Background: an optimization exercise with open tools, aiming at small area, a short achievable clock period and few clock cycles per item. Do not read the settings as production practice. At most, simulation tests tie the RTL to the original design; equivalence was not proved. No activity file was given, so power comes from the tool's default toggle rates.

==> run G: inputs <==
Design jmp, start of the top module:
module jmp (
    input  wire        clk,
    input  wire        rst,           
    input  wire        load,
    input  wire [31:0] load_size,
    input  wire        start,
    input  wire        setq,
    input  wire [7:0]  setq_val,
    output wire        mem_re,
    output wire [31:0] mem_addr,
    input  wire [7:0]  mem_rdata,
    output wire        qt_we,
    output wire [10:0] qt_addr,
    output wire [7:0]  qt_wdata,
    output wire [15:0] status,
    output wire [31:0] size_o,
    output wire [7:0]  qfactor,
    output wire [31:0] offset_o,
    output wire [7:0]  width_blocks,
    output wire [7:0]  height_blocks,
    output wire [7:0]  type_o,
    output wire        precision,
    output wire [15:0] restart_interval,
    output wire [31:0] header_len,
    output wire [31:0] scan_off,
    output wire [31:0] scan_len
);
export LEC_CHECK = 0
export CAP_MARGIN = 20
export CORE_MARGIN = 2
export CORE_UTILIZATION = 55
export PLACE_DENSITY = 0.65
export SETUP_SLACK_MARGIN = 4.75
export SLEW_MARGIN = 20
export TNS_END_PERCENT = 0
create_clock -name core_clock -period 8.0 [get_ports {clk}]
standard.sh (not shown) runs the stock make flow with config.mk's settings and CLKGATE_MAP_FILE= SYNTH_SCRIPT=/design/flow/synth_recipe.tcl, a recipe that flattens the netlist after the stock synthesis.
==> flow/flow/run.sh <==
#!/bin/bash
# The standard layout (the standard.sh: standard synthesis, floorplan, place, CTS, route,
# finish), with two changes to how it is built:
#  - the I/O port buffers are sky130_fd_sc_hd__buf_1 instead of the cell buffer_ports picks
#    by default; every port still gets its own buffer;
#  - clock tree synthesis inserts no dummy loads.
set -euo pipefail
bash standard.sh \
  "BUFFER_PORTS_ARGS=-buffer_cell sky130_fd_sc_hd__buf_1" \
  "CTS_ARGS=-sink_clustering_enable -repair_clock_nets -dont_use_dummy_load -sink_clustering_size 14 -sink_clustering_max_diameter 60 -buf_list sky130_fd_sc_hd__clkbuf_8" \
  finish > standard_make.log 2>&1
==> inputs of run H, as changes to run G <==
--- a/flow/design.v
+++ b/flow/design.v
@@ -81,17 +81,21 @@
     reg [4:0]  ph;
     reg [2:0]  kind;
     reg [31:0] a;          
     reg [15:0] len;        
     reg [10:0] qa;         
     reg        fj;         
     reg        ci;         
     reg        wr;         
-    reg        l_is4, l_is17, l_lt4;    
+    reg        l_lt2, l_is2, l_lt17, l_is4, l_is17, l_lt4;
+    reg        f_ff, f_c0, f_skp, f_da, f_db, f_dd, f_d9;    
+    reg        f_idf, f_128;                                 
+    reg        f_08, f_03, f_11, f_2x, f_hz, f_gtf8, f_z;    
+    reg        f_eqq;                                        
     reg [7:0]  d;          
     reg        p_live, p_v, p_b6;             
     reg [3:0]  p_or7;
     reg        d_live, d_v, d_f64, d_f128;    
     wire [32:0] cmp   = {1'b0, size} + {1'b0, ~a} + {32'd0, ci};
     wire        cmp_c = cmp[32];
     wire [8:0]  pp_m;
     wire [16:0] off_h1;
@@ -99,23 +103,20 @@
     jmp_add #(.W(16)) u_oh1 (.a(offset[31:16]), .b(16'd0),     .ci(1'b1), .s(off_h1));
     wire [31:0] pp = {pp_m[8] ? off_h1[15:0] : offset[31:16], pp_m[7:0], offset[7:0]};
     wire        pp_load = bsy && (ph == S_CODE || (ph == S_LHI && !d_live));
     wire [8:0]  jp_lo;
     wire [32:0] sl_h1;
     jmp_add #(.W(8))  u_jlo (.a(sl[7:0]),         .b(mem_rdata), .ci(1'b0), .s(jp_lo));
     jmp_add #(.W(32)) u_sh1 (.a({8'd0, sl[31:8]}), .b(32'd0),    .ci(1'b1), .s(sl_h1));
     wire [31:0] jp = {jp_lo[8] ? sl_h1[23:0] : sl[31:8], jp_lo[7:0]};
-    wire [8:0]  jq_lo;
-    jmp_add #(.W(8))  u_jqlo (.a(sl[7:0]),        .b(d),         .ci(1'b0), .s(jq_lo));
-    wire [31:0] jq = {jq_lo[8] ? sl_h1[23:0] : sl[31:8], jq_lo[7:0]};
     wire [32:0] a_inc;
     jmp_add #(.W(32)) u_inc (.a(a), .b(32'd0), .ci(1'b1), .s(a_inc));
-    wire [15:0] lfull = {len[15:8], d};
-    wire        hd128   = (d[7:4] != 4'd0);
+    wire [15:0] lpin = {d, mem_rdata};
+    wire        hd128   = f_128;
     wire        r_ge67  = (|len[15:7]) | (len[6] & ((|len[5:2]) | (len[1] & len[0])));
     wire        r_ge131 = (|len[15:8]) | (len[7] & ((|len[6:2]) | (len[1] & len[0])));
     wire        dq_fit  = hd128 ? (r_ge131 & d_f128) : (r_ge67 & d_f64);
     wire        dq_last = prec ? (&qa[6:0]) : (&qa[5:0]);
     wire        pend = (cause == 6'd0);
     wire        fin_ok    = sof_found && dqt_found && wb != 8'd0 && hb != 8'd0;
     wire [2:0]  fin_st    = fin_ok ? ST_OK : ST_FAIL;
     wire [5:0]  fin_cause = !sof_found ? C_NO_SOF :
@@ -139,16 +140,33 @@
         S_RSR:    jump = 1'b1;
         S_FIN0:   begin jump = 1'b1; a_zero = 1'b1; end
         S_FIN, S_FINS: hold = 1'b1;
         default: ;
         endcase
     end
     always @(posedge clk) begin
         d      <= mem_rdata;
+        f_ff   <= (mem_rdata == 8'hFF);
+        f_c0   <= (mem_rdata == 8'hC0);
+        f_skp  <= (mem_rdata == 8'hC4 || mem_rdata == 8'hFE || mem_rdata[7:4] == 4'hE);
+        f_da   <= (mem_rdata == 8'hDA);
+        f_db   <= (mem_rdata == 8'hDB);
+        f_dd   <= (mem_rdata == 8'hDD);
+        f_d9   <= (mem_rdata == 8'hD9);
+        f_idf  <= (mem_rdata[3:0] == 4'hF);
+        f_128  <= (mem_rdata[7:4] != 4'd0);
+        f_08   <= (mem_rdata == 8'd8);
+        f_03   <= (mem_rdata == 8'd3);
+        f_11   <= (mem_rdata == 8'h11);
+        f_2x   <= (mem_rdata == 8'h21 || mem_rdata == 8'h22);
+        f_hz   <= (mem_rdata[7:3] == 5'd0);
+        f_gtf8 <= (mem_rdata > 8'hF8);
+        f_z    <= (mem_rdata == 8'd0);
+        f_eqq  <= (mem_rdata == qa[7:0]);
         p_live <= bsy && !jump && !jump1 && !hold;
         p_v    <= cmp_c;
         p_b6   <= cmp[6];
         p_or7  <= {|cmp[31:24], |cmp[23:16], |cmp[15:8], cmp[7]};
         d_live <= p_live && !jump;
         d_v    <= p_v;
         d_f64  <= p_v && ((|p_or7) || p_b6);
         d_f128 <= p_v && (|p_or7);
@@ -203,62 +221,67 @@
             case (ph)
             S_SEARCH: begin
                 if (d_live) begin
                     fj <= 1'b0;
                     if (!d_v) begin
                         if (!fj)
                             offset <= size;
                         ph <= S_FIN0;
-                    end else if (d == 8'hFF) begin
+                    end else if (f_ff) begin
                         offset <= a;             
                         ph     <= S_CODE;
                     end
                 end
             end
             S_CODE: begin
                 ph <= S_LHI;
                 if (!d_v) begin
                     offset <= size;
                     ph     <= S_FIN0;
-                end else if (d == 8'hC0) begin
+                end else if (f_c0) begin
                     kind <= K_SOF;
                     if (sof_found) begin
                         st    <= ST_FAULT;
                         bsy   <= 1'b0;
                         cause <= C_SOF_REPEATED;
                     end
-                end else if (d == 8'hC4 || d == 8'hFE || d[7:4] == 4'hE) begin
+                end else if (f_skp) begin
                     kind <= K_SKIP;
-                end else if (d == 8'hDA) begin
+                end else if (f_da) begin
                     kind <= K_SOS;
-                end else if (d == 8'hDB) begin
+                end else if (f_db) begin
                     kind      <= K_DQT;
                     dqt_found <= 1'b1;
-                end else if (d == 8'hDD) begin
+                end else if (f_dd) begin
                     kind <= K_DRI;
                 end else begin
-                    if (d == 8'hD9)
+                    if (f_d9)
                         eoi_seen <= 1'b1;
                     ph <= S_SEARCH;
                 end
             end
             S_LHI: begin
                 if (d_live) begin
                     len[15:8] <= d;
                     ph        <= S_LLO;
+                    l_lt2     <= (lpin < 16'd2);
+                    l_is2     <= (lpin == 16'd2);
+                    l_lt17    <= (lpin < 16'd17);
+                    l_is4     <= (lpin == 16'd4);
+                    l_is17    <= (lpin == 16'd17);
+                    l_lt4     <= (lpin < 16'd4);
+                    if (kind == K_DQT)
+                        offset <= jp;
                     if (kind == K_SOS)
                         ci <= 1'b1;
                 end
             end
             S_LLO: begin
                 len[7:0] <= d;
-                l_is4    <= (lfull == 16'd4);
-                l_is17   <= (lfull == 16'd17);
-                l_lt4    <= (lfull < 16'd4);
                 case (kind)
                 K_SKIP: begin
                     if (!d_v) begin
                         offset <= size;
                         ph     <= S_FIN0;
                     end else begin
                         offset <= a;             
                         fj     <= 1'b1;
@@ -270,37 +293,36 @@
                         st    <= ST_FAULT;
                         bsy   <= 1'b0;
                         cause <= C_SOS_TRUNC;
                     end else begin
                         ph <= S_FINS;
                     end
                 end
                 K_DQT: begin
-                    if (!d_v || lfull < 16'd2) begin
+                    if (!d_v || l_lt2) begin
                         offset <= size;
                         ph     <= S_FIN0;
                     end else begin
-                        offset <= jq;            
-                        ph     <= (lfull == 16'd2) ? S_SEARCH : S_DQH;
+                        ph <= l_is2 ? S_SEARCH : S_DQH;
                     end
                 end
                 K_DRI: ph <= S_DRI2;
                 default: begin       
-                    if (lfull < 16'd17)
+                    if (l_lt17)
                         cause <= C_SOF_LENGTH;
                     ph <= S_SOF2;
                 end
                 endcase
             end
             S_DQH: begin
                 if (!d_v) begin
                     offset <= size;
                     ph     <= S_FIN0;
-                end else if (d[3:0] == 4'hF || !dq_fit) begin
+                end else if (f_idf || !dq_fit) begin
                     ph <= S_DQE0;
                 end else begin
                     qa   <= hd128 ? {d[3:0], 7'd0} : {1'b0, d[3:0], 6'd0};
                     prec <= hd128;
                     len  <= len - 16'd1;
                     ph   <= S_DQT;
                     wr   <= 1'b1;
                 end
@@ -368,55 +390,55 @@
                     sos_found <= 1'b1;
                     st        <= fin_st;
                     cause     <= fin_cause;
                 end
             end
             default: begin
                 ph <= ph + 5'd1;
                 case (ph[3:0])
-                5'd0: if (pend && d != 8'd8) cause <= C_SOF_PRECISION;
+                5'd0: if (pend && !f_08) cause <= C_SOF_PRECISION;
                 5'd1: begin
                     hb[7:5] <= d[2:0];
-                    if (pend && d[7:3] != 5'd0) cause <= C_SOF_DIMENSION;
+                    if (pend && !f_hz) cause <= C_SOF_DIMENSION;
                 end
                 5'd2: begin
                     hb[4:0] <= d[7:3];
-                    if (pend && ((hb[7:5] == 3'd7 && d > 8'hF8) ||
-                                 (hb[7:5] == 3'd0 && d == 8'd0)))
+                    if (pend && ((hb[7:5] == 3'd7 && f_gtf8) ||
+                                 (hb[7:5] == 3'd0 && f_z)))
                         cause <= C_SOF_DIMENSION;
                 end
                 5'd3: begin
                     wb[7:5] <= d[2:0];
-                    if (pend && d[7:3] != 5'd0) cause <= C_SOF_DIMENSION;
+                    if (pend && !f_hz) cause <= C_SOF_DIMENSION;
                 end
                 5'd4: begin
                     wb[4:0] <= d[7:3];
-                    if (pend && ((wb[7:5] == 3'd7 && d > 8'hF8) ||
-                                 (wb[7:5] == 3'd0 && d == 8'd0)))
+                    if (pend && ((wb[7:5] == 3'd7 && f_gtf8) ||
+                                 (wb[7:5] == 3'd0 && f_z)))
                         cause <= C_SOF_DIMENSION;
                 end
-                5'd5: if (pend && d != 8'd3) cause <= C_SOF_NCOMP;
+                5'd5: if (pend && !f_03) cause <= C_SOF_NCOMP;
                 5'd7: begin
                     t422 <= d[1];
-                    if (pend && d != 8'h21 && d != 8'h22) cause <= C_SOF_SAMP_1ST;
+                    if (pend && !f_2x) cause <= C_SOF_SAMP_1ST;
                 end
-                5'd10: if (pend && d != 8'h11) cause <= C_SOF_SAMP_OTH;
+                5'd10: if (pend && !f_11) cause <= C_SOF_SAMP_OTH;
                 5'd11: qa[7:0] <= d;
-                5'd13: if (pend && d != 8'h11) cause <= C_SOF_SAMP_OTH;
+                5'd13: if (pend && !f_11) cause <= C_SOF_SAMP_OTH;
                 5'd14: begin
                     ph <= S_SEARCH;
                     if (!d_v) begin
                         st    <= ST_FAIL;
                         bsy   <= 1'b0;
                         cause <= C_SOF_SHORT;
                     end else if (!pend) begin
                         st  <= ST_FAIL;
                         bsy <= 1'b0;
-                    end else if (d != qa[7:0]) begin
+                    end else if (!f_eqq) begin
                         st    <= ST_FAIL;
                         bsy   <= 1'b0;
                         cause <= C_SOF_QT_MISM;
                     end else begin
                         sof_found <= 1'b1;
                         if (!l_is17)
                             ph <= S_REJ;         
                     end
==> flow/flow/run.sh (replaced) <==
#!/bin/bash
# The standard layout (the standard.sh: standard synthesis, floorplan, place, CTS, route,
# finish), with the I/O port buffers made from sky130_fd_sc_hd__buf_1 instead of the default
# cell buffer_ports picks. Every port still gets its own buffer.
set -euo pipefail
bash standard.sh "BUFFER_PORTS_ARGS=-buffer_cell sky130_fd_sc_hd__buf_1" finish > standard_make.log 2>&1
- CTS_BUF_LIST: unset -> sky130_fd_sc_hd__clkbuf_8
- SETUP_SLACK_MARGIN: 4.75 -> 4.3
- TNS_END_PERCENT: 0 -> unset
==> inputs of run M, as changes to run G <==
--- a/flow/design.v
+++ b/flow/design.v
@@ -99,19 +99,16 @@
     jmp_add #(.W(16)) u_oh1 (.a(offset[31:16]), .b(16'd0),     .ci(1'b1), .s(off_h1));
     wire [31:0] pp = {pp_m[8] ? off_h1[15:0] : offset[31:16], pp_m[7:0], offset[7:0]};
     wire        pp_load = bsy && (ph == S_CODE || (ph == S_LHI && !d_live));
     wire [8:0]  jp_lo;
     wire [32:0] sl_h1;
     jmp_add #(.W(8))  u_jlo (.a(sl[7:0]),         .b(mem_rdata), .ci(1'b0), .s(jp_lo));
     jmp_add #(.W(32)) u_sh1 (.a({8'd0, sl[31:8]}), .b(32'd0),    .ci(1'b1), .s(sl_h1));
     wire [31:0] jp = {jp_lo[8] ? sl_h1[23:0] : sl[31:8], jp_lo[7:0]};
-    wire [8:0]  jq_lo;
-    jmp_add #(.W(8))  u_jqlo (.a(sl[7:0]),        .b(d),         .ci(1'b0), .s(jq_lo));
-    wire [31:0] jq = {jq_lo[8] ? sl_h1[23:0] : sl[31:8], jq_lo[7:0]};
     wire [32:0] a_inc;
     jmp_add #(.W(32)) u_inc (.a(a), .b(32'd0), .ci(1'b1), .s(a_inc));
     wire [15:0] lfull = {len[15:8], d};
     wire        hd128   = (d[7:4] != 4'd0);
     wire        r_ge67  = (|len[15:7]) | (len[6] & ((|len[5:2]) | (len[1] & len[0])));
     wire        r_ge131 = (|len[15:8]) | (len[7] & ((|len[6:2]) | (len[1] & len[0])));
     wire        dq_fit  = hd128 ? (r_ge131 & d_f128) : (r_ge67 & d_f64);
     wire        dq_last = prec ? (&qa[6:0]) : (&qa[5:0]);
@@ -240,16 +237,18 @@
                         eoi_seen <= 1'b1;
                     ph <= S_SEARCH;
                 end
             end
             S_LHI: begin
                 if (d_live) begin
                     len[15:8] <= d;
                     ph        <= S_LLO;
+                    if (kind == K_DQT)
+                        offset <= jp;
                     if (kind == K_SOS)
                         ci <= 1'b1;
                 end
             end
             S_LLO: begin
                 len[7:0] <= d;
                 l_is4    <= (lfull == 16'd4);
                 l_is17   <= (lfull == 16'd17);
@@ -274,18 +273,17 @@
                         ph <= S_FINS;
                     end
                 end
                 K_DQT: begin
                     if (!d_v || lfull < 16'd2) begin
                         offset <= size;
                         ph     <= S_FIN0;
                     end else begin
-                        offset <= jq;            
-                        ph     <= (lfull == 16'd2) ? S_SEARCH : S_DQH;
+                        ph <= (lfull == 16'd2) ? S_SEARCH : S_DQH;
                     end
                 end
                 K_DRI: ph <= S_DRI2;
                 default: begin       
                     if (lfull < 16'd17)
                         cause <= C_SOF_LENGTH;
                     ph <= S_SOF2;
                 end
==> flow/flow/run.sh (replaced) <==
#!/bin/bash
# The standard layout (the standard.sh: standard synthesis, floorplan, place, CTS, route,
# finish), with the I/O port buffers made from sky130_fd_sc_hd__buf_1 instead of the default
# cell buffer_ports picks. Every port still gets its own buffer.
set -euo pipefail
bash standard.sh "BUFFER_PORTS_ARGS=-buffer_cell sky130_fd_sc_hd__buf_1" finish > standard_make.log 2>&1
- CORE_UTILIZATION: 55 -> 65
- CTS_BUF_LIST: unset -> sky130_fd_sc_hd__clkbuf_8
- PLACE_DENSITY: 0.65 -> 0.75
- SETUP_SLACK_MARGIN: 4.75 -> 4.6
==> comparison table <==
| metric | run H | run G | run M |
|---|---|---|---|
| Result of the run | finished clean | finished clean | finished clean |
| Switching power share of the total | 31.5% | 32.8% | 31.1% |
| Overall power | 3540 uW | 2920 uW | 3370 uW |
| PostCTS Resize Cnt | 31 | 37 | 54 |
| Register Area | 7090 um2 | 6670 um2 | 6660 um2 |
| RePlAce Congestion | 0.940 | 0.963 | 0.965 |
| Pwr per Cell Area | 180 nW/um2 | 152 nW/um2 | 176 nW/um2 |
| Seq cells | 265 | 245 | 245 |
| Minimum clock period | 3.63 ns | 3.56 ns | 3.69 ns |
| Antenna violations before repair | 2 | 0 | 1 |
| Distinct cells, synth | 79 | 83 | 82 |
| Routed WL per cell | 22.6 um | 23.9 um | 23.6 um |
| Tightest Pin Transition | 1.03 ns | 1.13 ns | 0.980 ns |
| Number of logic stages on the critical path including buffering | 15 | 10 | 14 |
| Most numerous cell on the critical path | sky130_fd_sc_hd__buf_4 | - | sky130_fd_sc_hd__a21oi_4 |
| Combinational power | 702 uW | 658 uW | 653 uW |
| Syn_area_per_cell | 9.21 um2 | 8.95 um2 | 9.30 um2 |
| Post-synthesis share of cell area spent on and, or, nand and nor gates | 18.3% | 16.8% | 16.4% |
| Cell count of the worst reg-to-reg path | 15 | 10 | 14 |
| Violation count after the first detailed-route iteration | 1590 | 1459 | 2047 |
| Most repeated cell in the gate-level netlist after synthesis | sky130_fd_sc_hd__nor2_1 | sky130_fd_sc_hd__edfxtp_1 | sky130_fd_sc_hd__nor2_1 |
| Post-route cell area | 19600 um2 | 19300 um2 | 19100 um2 |
| Number of cells produced by synthesis | 1854 | 1963 | 1803 |
Testbench counts of run M, summed over its fixed seeds: cycles 78,442, items 320.
No functional check of the RTL was part of run G and run H.

[port drivers added, routing unchanged]
How much do the figures lean on ideal ports? The routed layouts below were timed once more, with nothing changed but the port constraints. Step 1, drivers: a clkbuf_16 drives clk and a buf_2 each remaining input, both assumed. Step 2 also shifts input and output timing later by t, the mid clock arrival at the registers, as if the neighbouring blocks saw the same clock. a / b / c = no drivers / after step 1 / after step 2; a / b = the first two.
| run | t (ns) | slack for setup (ns) | cell pins on the clock port's net |
|---|---|---|---|
| run G | 0.639 | 4.438 / 4.438 / 3.865 | 1 |
| run H | 0.625 | 4.374 / 4.374 / 3.791 | 1 |
| run M | 0.611 | 4.305 / 4.333 / 3.722 | 1 |
After both steps setup and hold are still met in every run listed.
